Background: an optimization exercise with open tools, aiming at small area, a short achievable clock period and few clock cycles. Do not read the settings as production practice. No activity file was given, so power comes from the tool's default toggle rates.

==> run X <==
==> flow/design.v (excerpt) <==
module jkbus_io (
    input  wire         clk,
    input  wire         rst,           
    input  wire         cmd_valid,
    output wire         cmd_ready,
    input  wire [31:0]  cmd,
    input  wire [7:0]   ext_rdata,     
    output reg          rsp_valid,     
    output wire [7:0]   rsp_data,
    output reg          ext_valid,     
    output wire         ext_we,
    output wire [1:0]   ext_dev,
    output wire [15:0]  ext_port,
    output wire [7:0]   ext_data,
    output reg          xtick_valid,   
    output wire [27:0]  xtick_count,
    output reg          reset_ev,      
    output wire [3:0]   pb_valid,      
    output wire [31:0]  pb_data,
    output wire [127:0] pb_time,
    output wire         stb_valid,     
    output wire [31:0]  stb_time
);
    localparam [7:0] PORT_IDLE = 8'hFF;
    reg  [31:0] c;
    reg  [7:0]  cx;        
    reg         cv;        
    reg         st;        
    reg  [7:0]  cr0;
    reg         cr1_7, cr2_0, cr2_2;
    reg  [3:0]  cr3_52;    
    reg  [7:0]  inlatch;
    reg  [17:0] keylatch;
    reg  [31:0] tnow;
    wire [15:0] addr = c[23:8];
    wire [7:0]  dat  = c[7:0];
    wire [1:0]  k_len = c[25:24];
    wire [7:0]  k_w0  = c[15:8];
    wire [7:0]  k_w1  = c[7:0];
  ...
==> flow/config.mk <==
export PLATFORM = sky130hd
export DESIGN_NAME = jkbus_io
export DESIGN_NICKNAME = jkbus_io
export VERILOG_FILES = /design/flow/design.v
export SDC_FILE = /design/flow/constraint.sdc
export NUM_CORES = 4
export LEC_CHECK = 0
export CAP_MARGIN = 20
export CORE_MARGIN = 2
export CORE_UTILIZATION = 35
export CTS_BUF_LIST = sky130_fd_sc_hd__clkbuf_8
export PLACE_DENSITY = 0.6
export SETUP_SLACK_MARGIN = 4.2
export SLEW_MARGIN = 20
export TNS_END_PERCENT = 10
==> flow/constraint.sdc <==
create_clock -name core_clock -period 8.0 [get_ports {clk}]
set_input_delay 1.6000 -clock core_clock [delete_from_list [all_inputs] [get_ports {clk}]]
set_output_delay 1.6000 -clock core_clock [all_outputs]
set_load 0.01 [all_outputs]
standard.sh (not shown) runs the stock make flow with config.mk's settings and CLKGATE_MAP_FILE= SYNTH_SCRIPT=/design/flow/synth_recipe.tcl, a recipe that flattens the netlist after the stock synthesis.
==> flow/flow/run.sh <==
#!/bin/bash
# The standard layout (standard.sh runs ORFS from the standard synthesis to the
# final layout), with the smallest buffer, sky130_fd_sc_hd__buf_1, on each port.
export BUFFER_PORTS_ARGS="-buffer_cell sky130_fd_sc_hd__buf_1"
bash standard.sh > standard.log 2>&1
==> run Y: changes against run X <==
--- a/flow/design.v
+++ b/flow/design.v
@@ -8,13 +8,12 @@
     input  wire          wr,          
     input  wire          fall,        
     input  wire          level,       
     input  wire          stp,         
     input  wire          ev,          
     input  wire [SW-1:0] s,           
-    input  wire          sb,          
     output wire          act,         
     output wire [8:0]    n_out,
     output wire [8:0]    gn,          
     output wire          ginf,        
     output reg           pb_valid,
     output wire [7:0]    pb_data
@@ -24,22 +23,12 @@
     reg  [3:0]    br;      
     reg  [NW-1:0] n;       
     reg  [7:0]    acc;     
     reg           pend;    
     reg  [NW-1:0] pr;      
     wire last = br == 4'd1;
-    wire [NW-1:0] n_st;
-    generate
-        if (NW > SW) begin : g_hi
-            wire [NW-SW-1:0] n_hi = n[NW-1:SW];
-            wire [NW-SW-1:0] n_hm1 = n_hi - 1'b1;
-            assign n_st = {sb ? n_hm1 : n_hi, n[SW-1:0] - s};
-        end else begin : g_lo
-            assign n_st = n - s;
-        end
-    endgenerate
     wire qd   = BUSY == 2 && pend;
     assign act     = br != 4'd0;
     assign n_out   = n;
     assign gn      = last ? pr : P;
     assign ginf    = last && !qd;
     assign pb_data = acc;
@@ -57,13 +46,13 @@
                     pend <= 1'b1;
                     pr   <= ARMN[NW-1:0] - n;
                 end
             end
         end else if (stp && act) begin
             if (!ev) begin
-                n <= n_st;
+                n <= n - s;
             end else if (!last) begin
                 acc <= {level, acc[7:1]};
                 br  <= br - 1'b1;
                 n   <= P[NW-1:0];
             end else begin
                 pb_valid <= 1'b1;
@@ -91,13 +80,12 @@
     input  wire [17:0]   keylatch,    
     input  wire          setkey,      
     input  wire [17:0]   setkey_code,
     input  wire          stp,
     input  wire          ev,
     input  wire [SW-1:0] s,
-    input  wire          sb,          
     output wire          act,
     output wire [8:0]    n_out,
     output wire [8:0]    gn,          
     output wire          ginf,        
     output reg           stb_valid
 );
@@ -118,13 +106,12 @@
     wire        nbit       = word[3'd7 - nbidx];
     wire        poll_pend  = pend[17:16] != 2'd0;
     wire        poll_latch = keylatch[17:16] != 2'd0;
     wire        poll       = poll_pend || poll_latch;
     wire [17:0] poll_code  = poll_pend ? pend : keylatch;
     wire        idle       = phase == IDLE;
-    wire [6-SW:0] n_hm1    = n[6:SW] - 1'b1;
     wire        byte2      = code[17:16] == 2'd2 && !widx;
     reg  [6:0]  n_ev;
     always @* begin
         case (phase)
             START_WAIT: n_ev = bit0 ? T_ONE : T_ZERO;
             BIT_WAIT:   n_ev = bidx != 3'd7 ? (nbit ? T_ONE : T_ZERO)
@@ -144,14 +131,13 @@
             pend  <= 18'd0;
         end else if (setkey) begin
             if (!idle && setkey_code[17:16] != 2'd0 && setkey_code != code && !poll_pend)
                 pend <= setkey_code;
         end else if (stp && act) begin
             if (!ev) begin
-                n[SW-1:0] <= n[SW-1:0] - s;
-                n[6:SW]   <= sb ? n_hm1 : n[6:SW];
+                n <= n - s;
             end else begin
                 n <= n_ev;
                 case (phase)
                     START_WAIT: begin
                         stb_valid <= 1'b1;
                         phase     <= BIT_WAIT;
@@ -289,83 +275,49 @@
             r = 1'b1;
             for (k = 0; k < SW; k = k + 1)
                 r = r && !(a[k] && !b[k]) && !(!a[k] && b[k]);
             eq_f = r;
         end
     endfunction
-    reg  [4:0]    hit_r;               
-    reg  [4:0]    nlo, hit, ev, eqr, hz;
-    reg  [SW-1:0] s;
-    reg  [SW:0]   h;
+    reg  [4:0]    hit, ev, eqr, hz;
+    reg  [SW-1:0] nmin;
+    reg  [9:0]    h;
     integer i, j;
     always @* begin
         for (i = 0; i < 5; i = i + 1) begin
-            nlo[i] = nn[i][8:SW] == 0;
-            hit[i] = hit_r[i];
-            eqr[i] = nlo[i] && eq_f(rlo, nn[i][SW-1:0]);
-            h      = {1'b0, nn[i][SW-1:0]} + {1'b0, gg[i][SW-1:0]};
-            hz[i]  = ginf[i] || gg[i][8:SW] != 0 || h[SW] || lt_f(rlo, h[SW-1:0]);
+            hit[i] = act[i] && nn[i][8:SW] == 0 && (rb || !lt_f(rlo, nn[i][SW-1:0]));
+            eqr[i] = nn[i][8:SW] == 0 && eq_f(rlo, nn[i][SW-1:0]);
+            h      = {1'b0, nn[i]} + {1'b0, gg[i]};
+            hz[i]  = ginf[i] || h[9:SW] != 0 || lt_f(rlo, h[SW-1:0]);
         end
         for (i = 0; i < 5; i = i + 1) begin
             ev[i] = hit[i];
             for (j = 0; j < 5; j = j + 1)
-                if (j != i && act[j] && nlo[j] && lt_f(nn[j][SW-1:0], nn[i][SW-1:0])) ev[i] = 1'b0;
+                if (j != i && hit[j] && lt_f(nn[j][SW-1:0], nn[i][SW-1:0])) ev[i] = 1'b0;
         end
-        s = hit == 5'd0 ? (rb ? SMAX : rlo) : {SW{1'b0}};
+        nmin = 0;
         for (i = 0; i < 5; i = i + 1)
-            if (ev[i]) s = s | nn[i][SW-1:0];
+            if (ev[i]) nmin = nmin | nn[i][SW-1:0];
     end
     wire          any_hit = hit != 5'd0;
-    wire [SW-1:0] r = rb ? SMAX : rlo;
-    wire [4:0]    tck, sb, rbk, evt, evb;
-    wire [4:0]    sbe [0:4];
-    genvar gp, gq;
-    generate
-        for (gp = 0; gp < 5; gp = gp + 1) begin : g_cb
-            assign tck[gp] = lt_f(~tnow[SW-1:0], nn[gp][SW-1:0]);
-            assign rbk[gp] = lt_f(rlo, nn[gp][SW-1:0]);
-            assign evt[gp] = ev[gp] && tck[gp];
-            assign evb[gp] = ev[gp] && rbk[gp];
-            for (gq = 0; gq < 5; gq = gq + 1) begin : g_sb
-                if (gq == gp) begin : g_self
-                    assign sbe[gp][gq] = 1'b0;
-                end else begin : g_other
-                    assign sbe[gp][gq] = ev[gq] && lt_f(nn[gp][SW-1:0], nn[gq][SW-1:0]);
-                end
-            end
-            assign sb[gp] = (!any_hit && lt_f(nn[gp][SW-1:0], r)) || sbe[gp] != 5'd0;
-        end
-    endgenerate
-    wire          tcr = (!any_hit && lt_f(~tnow[SW-1:0], r)) || evt != 5'd0;
-    wire          bor = (!any_hit && lt_f(rlo, r)) || evb != 5'd0;
-    wire [SW-1:0] t_min = cmd[27:SW] != 0 ? SMAX : cmd[SW-1:0];
-    wire [4:0]    hit_st, hit_ac;
-    generate
-        for (gp = 0; gp < 5; gp = gp + 1) begin : g_hn
-            wire [8:0]  n_i    = nn[gp];
-            wire [8:0]  n_x    = st ? n_i - {4'd0, rlo} : n_i;
-            wire        le_rem = rem[27:9] != 0 || n_i <= rem[8:0];
-            wire [SW:0] h_i    = {1'b0, n_i[SW-1:0]} + {1'b0, gg[gp][SW-1:0]};
-            wire        h_le   = rem[27:SW+1] != 0 || h_i <= rem[SW:0];
-            assign hit_st[gp] = ev[gp] ? !ginf[gp] && gg[gp][8:SW] == 0 && h_le
-                              : act[gp] && le_rem && (n_i[8:SW] == 0 || (n_i[8:SW] == 1 && sb[gp]));
-            assign hit_ac[gp] = act[gp] && n_x[8:SW] == 0 && !lt_f(t_min, n_x[SW-1:0]);
-        end
-    endgenerate
+    wire [SW-1:0] s       = any_hit ? nmin : rb ? SMAX : rlo;
     wire [4:0]    evs     = st ? ev : 5'd0;
-    wire [SW-1:0]  lo_d   = rlo - s;
-    wire [27-SW:0] rhi_m1 = rhi - 1'b1;
-    wire [27:0]    rem_n  = {bor ? rhi_m1 : rhi, lo_d};
+    wire [SW:0]    lo_d   = {1'b0, rlo} - {1'b0, s};
+    wire           bor    = lo_d[SW];
+    wire [27-SW:0] rhi_m1;
+    jk_incdec #(.W(28-SW), .DEC(1)) u_rdec (.a(rhi), .y(rhi_m1));
+    wire [27:0]    rem_n  = {bor ? rhi_m1 : rhi, lo_d[SW-1:0]};
     wire           rhi_ge2 = rhi[27-SW:1] != 0;
     wire           rhi_eq1 = rhi == 1;
     wire           rb_n   = rhi_ge2 || (rhi_eq1 && !bor);
     wire           fin    = !rb && (!any_hit || (ev & eqr) != 5'd0);
-    wire [SW-1:0]  t_lo   = tnow[SW-1:0] + s;
+    wire [SW:0]    t_lo   = {1'b0, tnow[SW-1:0]} + {1'b0, s};
     wire [31-SW:0] thi    = tnow[31:SW];
-    wire [31-SW:0] thi_p1 = thi + 1'b1;
-    wire [31:0]    tnow_n = {tcr ? thi_p1 : thi, t_lo};
+    wire [31-SW:0] thi_p1;
+    jk_incdec #(.W(32-SW), .DEC(0)) u_tinc (.a(thi), .y(thi_p1));
+    wire [31:0]    tnow_n = {t_lo[SW] ? thi_p1 : thi, t_lo[SW-1:0]};
     wire free_next = !rb && (hit & ~ev) == 5'd0 && (ev & ~hz) == 5'd0;
     assign cmd_ready = rdy;
     wire accept = cmd_valid && rdy;
     always @(posedge clk) begin
         rsp_valid   <= 1'b0;
         ext_valid   <= 1'b0;
@@ -376,13 +328,12 @@
             cx <= ext_rdata;
             rb <= cmd[27:SW] != 0;
         end else if (st && !fin) begin
             c[27:0] <= rem_n;
             rb      <= rb_n;
         end
-        hit_r <= accept ? hit_ac : hit_st;
         if (rst) begin
             cv       <= 1'b0;
             st       <= 1'b0;
             rdy      <= 1'b1;
             cr0      <= 8'hFF;
             cr1_7    <= 1'b1;
@@ -431,35 +382,44 @@
                 cr3_52   <= 4'd0;
                 reset_ev <= 1'b1;
             end
         end
     end
     assign xtick_count = c[27:0];
-    assign rsp_data    = rx ? cx : m0 ? cr0 : r6 ? {2'b00, cr3_52, 2'b00} : r7 ? inlatch : PORT_IDLE;
     assign ext_we      = c[28];
     assign ext_port    = addr;
     assign ext_data    = c[28] ? dat : cx;
     assign ext_dev     = m1 ? 2'd1 : m2 ? 2'd0 : 2'd2;
+    assign rsp_data    = rx ? cx : m0 ? cr0 : r6 ? {2'b00, cr3_52, 2'b00} : r7 ? inlatch : PORT_IDLE;
     assign pb_time     = {tnow, tnow, tnow, tnow};
     assign stb_time    = tnow;
     jk_uart #(.P(248), .BUSY(0), .SW(SW)) u_uart0 (
         .clk(clk), .clr(clr), .wr(wr0), .fall(cr0[1] && !dat[1]), .level(cr0[1]),
-        .stp(st), .ev(evs[0]), .s(s), .sb(sb[0]), .act(act[0]), .n_out(n0), .gn(g0), .ginf(ginf[0]),
+        .stp(st), .ev(evs[0]), .s(s), .act(act[0]), .n_out(n0), .gn(g0), .ginf(ginf[0]),
         .pb_valid(pb_valid[0]), .pb_data(pb_data[7:0]));
     jk_uart #(.P(337), .BUSY(2), .SW(SW)) u_uart1 (
         .clk(clk), .clr(clr), .wr(wr1), .fall(cr1_7 && !dat[7]), .level(cr1_7),
-        .stp(st), .ev(evs[1]), .s(s), .sb(sb[1]), .act(act[1]), .n_out(n1), .gn(g1), .ginf(ginf[1]),
+        .stp(st), .ev(evs[1]), .s(s), .act(act[1]), .n_out(n1), .gn(g1), .ginf(ginf[1]),
         .pb_valid(pb_valid[1]), .pb_data(pb_data[15:8]));
     jk_uart #(.P(29), .BUSY(1), .SW(SW)) u_uart2 (
         .clk(clk), .clr(clr), .wr(wr2), .fall(cr2_0 && !dat[0]), .level(cr2_0),
-        .stp(st), .ev(evs[2]), .s(s), .sb(sb[2]), .act(act[2]), .n_out(n2), .gn(g2), .ginf(ginf[2]),
+        .stp(st), .ev(evs[2]), .s(s), .act(act[2]), .n_out(n2), .gn(g2), .ginf(ginf[2]),
         .pb_valid(pb_valid[2]), .pb_data(pb_data[23:16]));
     jk_uart #(.P(13), .BUSY(2), .SW(SW)) u_uart3 (
         .clk(clk), .clr(clr), .wr(wr2), .fall(cr2_2 && !dat[2]), .level(cr2_2),
-        .stp(st), .ev(evs[3]), .s(s), .sb(sb[3]), .act(act[3]), .n_out(n3), .gn(g3), .ginf(ginf[3]),
+        .stp(st), .ev(evs[3]), .s(s), .act(act[3]), .n_out(n3), .gn(g3), .ginf(ginf[3]),
         .pb_valid(pb_valid[3]), .pb_data(pb_data[31:24]));
     jk_kbd #(.T_START(36), .T_ZERO(10), .T_ONE(22), .T_BYTEPAUSE(50), .T_WORDPAUSE(120), .SW(SW)) u_kbd (
         .clk(clk), .clr(clr), .keylatch(keylatch),
         .setkey(cv && is_setkey), .setkey_code({k_len, k_w0, k_w1}),
-        .stp(st), .ev(evs[4]), .s(s), .sb(sb[4]), .act(act[4]), .n_out(n4), .gn(g4), .ginf(ginf[4]),
+        .stp(st), .ev(evs[4]), .s(s), .act(act[4]), .n_out(n4), .gn(g4), .ginf(ginf[4]),
         .stb_valid(stb_valid));
 endmodule
+module jk_incdec #(
+    parameter integer W   = 8,
+    parameter integer DEC = 0
+) (
+    input  wire [W-1:0] a,
+    output wire [W-1:0] y
+);
+    assign y = DEC ? a - 1'b1 : a + 1'b1;
+endmodule
==> flow/run.sh (new file) <==
#!/bin/bash
# synth_recipe.tcl (not shown) runs the flow's synth.tcl, then flattens the netlist and writes it again
# the make line also repeats each setting of config.mk as NAME=value (left out here)
make -C /OpenROAD-flow-scripts/flow DESIGN_CONFIG=/design/flow/config.mk WORK_HOME=/design/flow/orfs CLKGATE_MAP_FILE= SYNTH_SCRIPT=/design/flow/synth_recipe.tcl finish
==> flow/config.mk (replaced) <==
export PLATFORM = sky130hd
export DESIGN_NAME = jkbus_io
export DESIGN_NICKNAME = jkbus_io
export VERILOG_FILES = /design/flow/design.v
export SDC_FILE = /design/flow/constraint.sdc
export NUM_CORES = 4
export LEC_CHECK = 0
export CAP_MARGIN = 20
export CORE_MARGIN = 2
export CORE_UTILIZATION = 35
export PLACE_DENSITY = 0.6
export SETUP_SLACK_MARGIN = 3.5
export SLEW_MARGIN = 20
export SYNTH_HIERARCHICAL = 1
removed: flow/flow/run.sh
removed: flow/standard.sh
==> run D: changes against run X <==
--- a/flow/design.v
+++ b/flow/design.v
@@ -289,21 +289,20 @@
             r = 1'b1;
             for (k = 0; k < SW; k = k + 1)
                 r = r && !(a[k] && !b[k]) && !(!a[k] && b[k]);
             eq_f = r;
         end
     endfunction
-    reg  [4:0]    hit_r;               
     reg  [4:0]    nlo, hit, ev, eqr, hz;
     reg  [SW-1:0] s;
     reg  [SW:0]   h;
     integer i, j;
     always @* begin
         for (i = 0; i < 5; i = i + 1) begin
             nlo[i] = nn[i][8:SW] == 0;
-            hit[i] = hit_r[i];
+            hit[i] = act[i] && nlo[i] && (rb || !lt_f(rlo, nn[i][SW-1:0]));
             eqr[i] = nlo[i] && eq_f(rlo, nn[i][SW-1:0]);
             h      = {1'b0, nn[i][SW-1:0]} + {1'b0, gg[i][SW-1:0]};
             hz[i]  = ginf[i] || gg[i][8:SW] != 0 || h[SW] || lt_f(rlo, h[SW-1:0]);
         end
         for (i = 0; i < 5; i = i + 1) begin
             ev[i] = hit[i];
@@ -334,26 +333,12 @@
             end
             assign sb[gp] = (!any_hit && lt_f(nn[gp][SW-1:0], r)) || sbe[gp] != 5'd0;
         end
     endgenerate
     wire          tcr = (!any_hit && lt_f(~tnow[SW-1:0], r)) || evt != 5'd0;
     wire          bor = (!any_hit && lt_f(rlo, r)) || evb != 5'd0;
-    wire [SW-1:0] t_min = cmd[27:SW] != 0 ? SMAX : cmd[SW-1:0];
-    wire [4:0]    hit_st, hit_ac;
-    generate
-        for (gp = 0; gp < 5; gp = gp + 1) begin : g_hn
-            wire [8:0]  n_i    = nn[gp];
-            wire [8:0]  n_x    = st ? n_i - {4'd0, rlo} : n_i;
-            wire        le_rem = rem[27:9] != 0 || n_i <= rem[8:0];
-            wire [SW:0] h_i    = {1'b0, n_i[SW-1:0]} + {1'b0, gg[gp][SW-1:0]};
-            wire        h_le   = rem[27:SW+1] != 0 || h_i <= rem[SW:0];
-            assign hit_st[gp] = ev[gp] ? !ginf[gp] && gg[gp][8:SW] == 0 && h_le
-                              : act[gp] && le_rem && (n_i[8:SW] == 0 || (n_i[8:SW] == 1 && sb[gp]));
-            assign hit_ac[gp] = act[gp] && n_x[8:SW] == 0 && !lt_f(t_min, n_x[SW-1:0]);
-        end
-    endgenerate
     wire [4:0]    evs     = st ? ev : 5'd0;
     wire [SW-1:0]  lo_d   = rlo - s;
     wire [27-SW:0] rhi_m1 = rhi - 1'b1;
     wire [27:0]    rem_n  = {bor ? rhi_m1 : rhi, lo_d};
     wire           rhi_ge2 = rhi[27-SW:1] != 0;
     wire           rhi_eq1 = rhi == 1;
@@ -376,13 +361,12 @@
             cx <= ext_rdata;
             rb <= cmd[27:SW] != 0;
         end else if (st && !fin) begin
             c[27:0] <= rem_n;
             rb      <= rb_n;
         end
-        hit_r <= accept ? hit_ac : hit_st;
         if (rst) begin
             cv       <= 1'b0;
             st       <= 1'b0;
             rdy      <= 1'b1;
             cr0      <= 8'hFF;
             cr1_7    <= 1'b1;
--- a/flow/config.mk
+++ b/flow/config.mk
@@ -7,9 +7,9 @@
 export LEC_CHECK = 0
 export CAP_MARGIN = 20
 export CORE_MARGIN = 2
 export CORE_UTILIZATION = 35
 export CTS_BUF_LIST = sky130_fd_sc_hd__clkbuf_8
 export PLACE_DENSITY = 0.6
-export SETUP_SLACK_MARGIN = 4.2
+export SETUP_SLACK_MARGIN = 3.7
 export SLEW_MARGIN = 20
-export TNS_END_PERCENT = 10
+export TNS_END_PERCENT = 3
==> comparison table <==
| quantity | run X | run D | run Y |
|---|---|---|---|
| Count of unique library cells instantiated by Yosys | 101 | 95 | 113 |
| Multi-input logic cell count | 1,820 | 1,489 | 1,572 |
| Clk root buf | clkbuf_8 | clkbuf_8 | clkbuf_16 |
| Final non-filler cell area | 25,900 um2 | 22,300 um2 | 25,200 um2 |
| Outcome | no timing/DRC/antenna violations | no timing/DRC/antenna violations | no timing/DRC/antenna violations |
| Top power consumer group | registers | registers | the clock network |
| Time the worst path needs with I/O delays and setup | 4160 ps | 4320 ps | 4590 ps |
| Sequential portion of the cell area | 26.5% | 30.5% | 26.9% |
| Met2 wire len | 38,300 um | 30,500 um | 30,900 um |
| Pin count of the biggest net entering global routing | 68 | 62 | 66 |
| First-pass GRT wire length | 126,000 um | 101,000 um | 98,900 um |
| Layout clock buffers | 62 | 60 | 39 |
| HPWL Detailed | 58,900 um | 45,400 um | 44,100 um |
| Fill cells | 6,145 | 5,230 | 5,408 |
| Met3 track utilization from global routing | 5.19% | 4.89% | 2.51% |
| Overall Power | 4.13 mW | 3.48 mW | 3.73 mW |
| N_diodes | 3 | 0 | 0 |
| Adder and majority cell fraction of the synthesized area | 12.9% | 7.48% | 8.55% |
No functional check of the RTL was part of any run of this note.

## static timing again, ports no longer ideal
How much do the figures lean on ideal ports? The routed layouts below were timed once more, with nothing changed but the port constraints. Step 1 assumes that a clkbuf_16 drives the clock port and a buf_2 every other input. Step 2, shift: input delay + t, output delay - t, t = (earliest + latest rising clock arrival at the registers) / 2. This alone moves slack from input paths to output paths. Three values: ideal ports, drivers, drivers and shift; two values: the first two.
run | t, ns | setup slack, ns | clock arrival spread, ns | worst data-port slew with drivers (ns)
run X | 0.724 | 3.841 / 3.799 / 3.740 | 0.085 / 0.085 | 0.09
run Y | 0.641 | 3.408 / 3.408 / 3.098 | 0.034 / 0.034 | 0.05
run D | 0.686 | 3.679 / 3.628 / 3.680 | 0.032 / 0.033 | 0.06
After both steps every run listed still meets setup and hold. For run Y, which loses most, drivers alone change the setup slack by 0.000 ns; drivers and shift together by -0.310 ns.
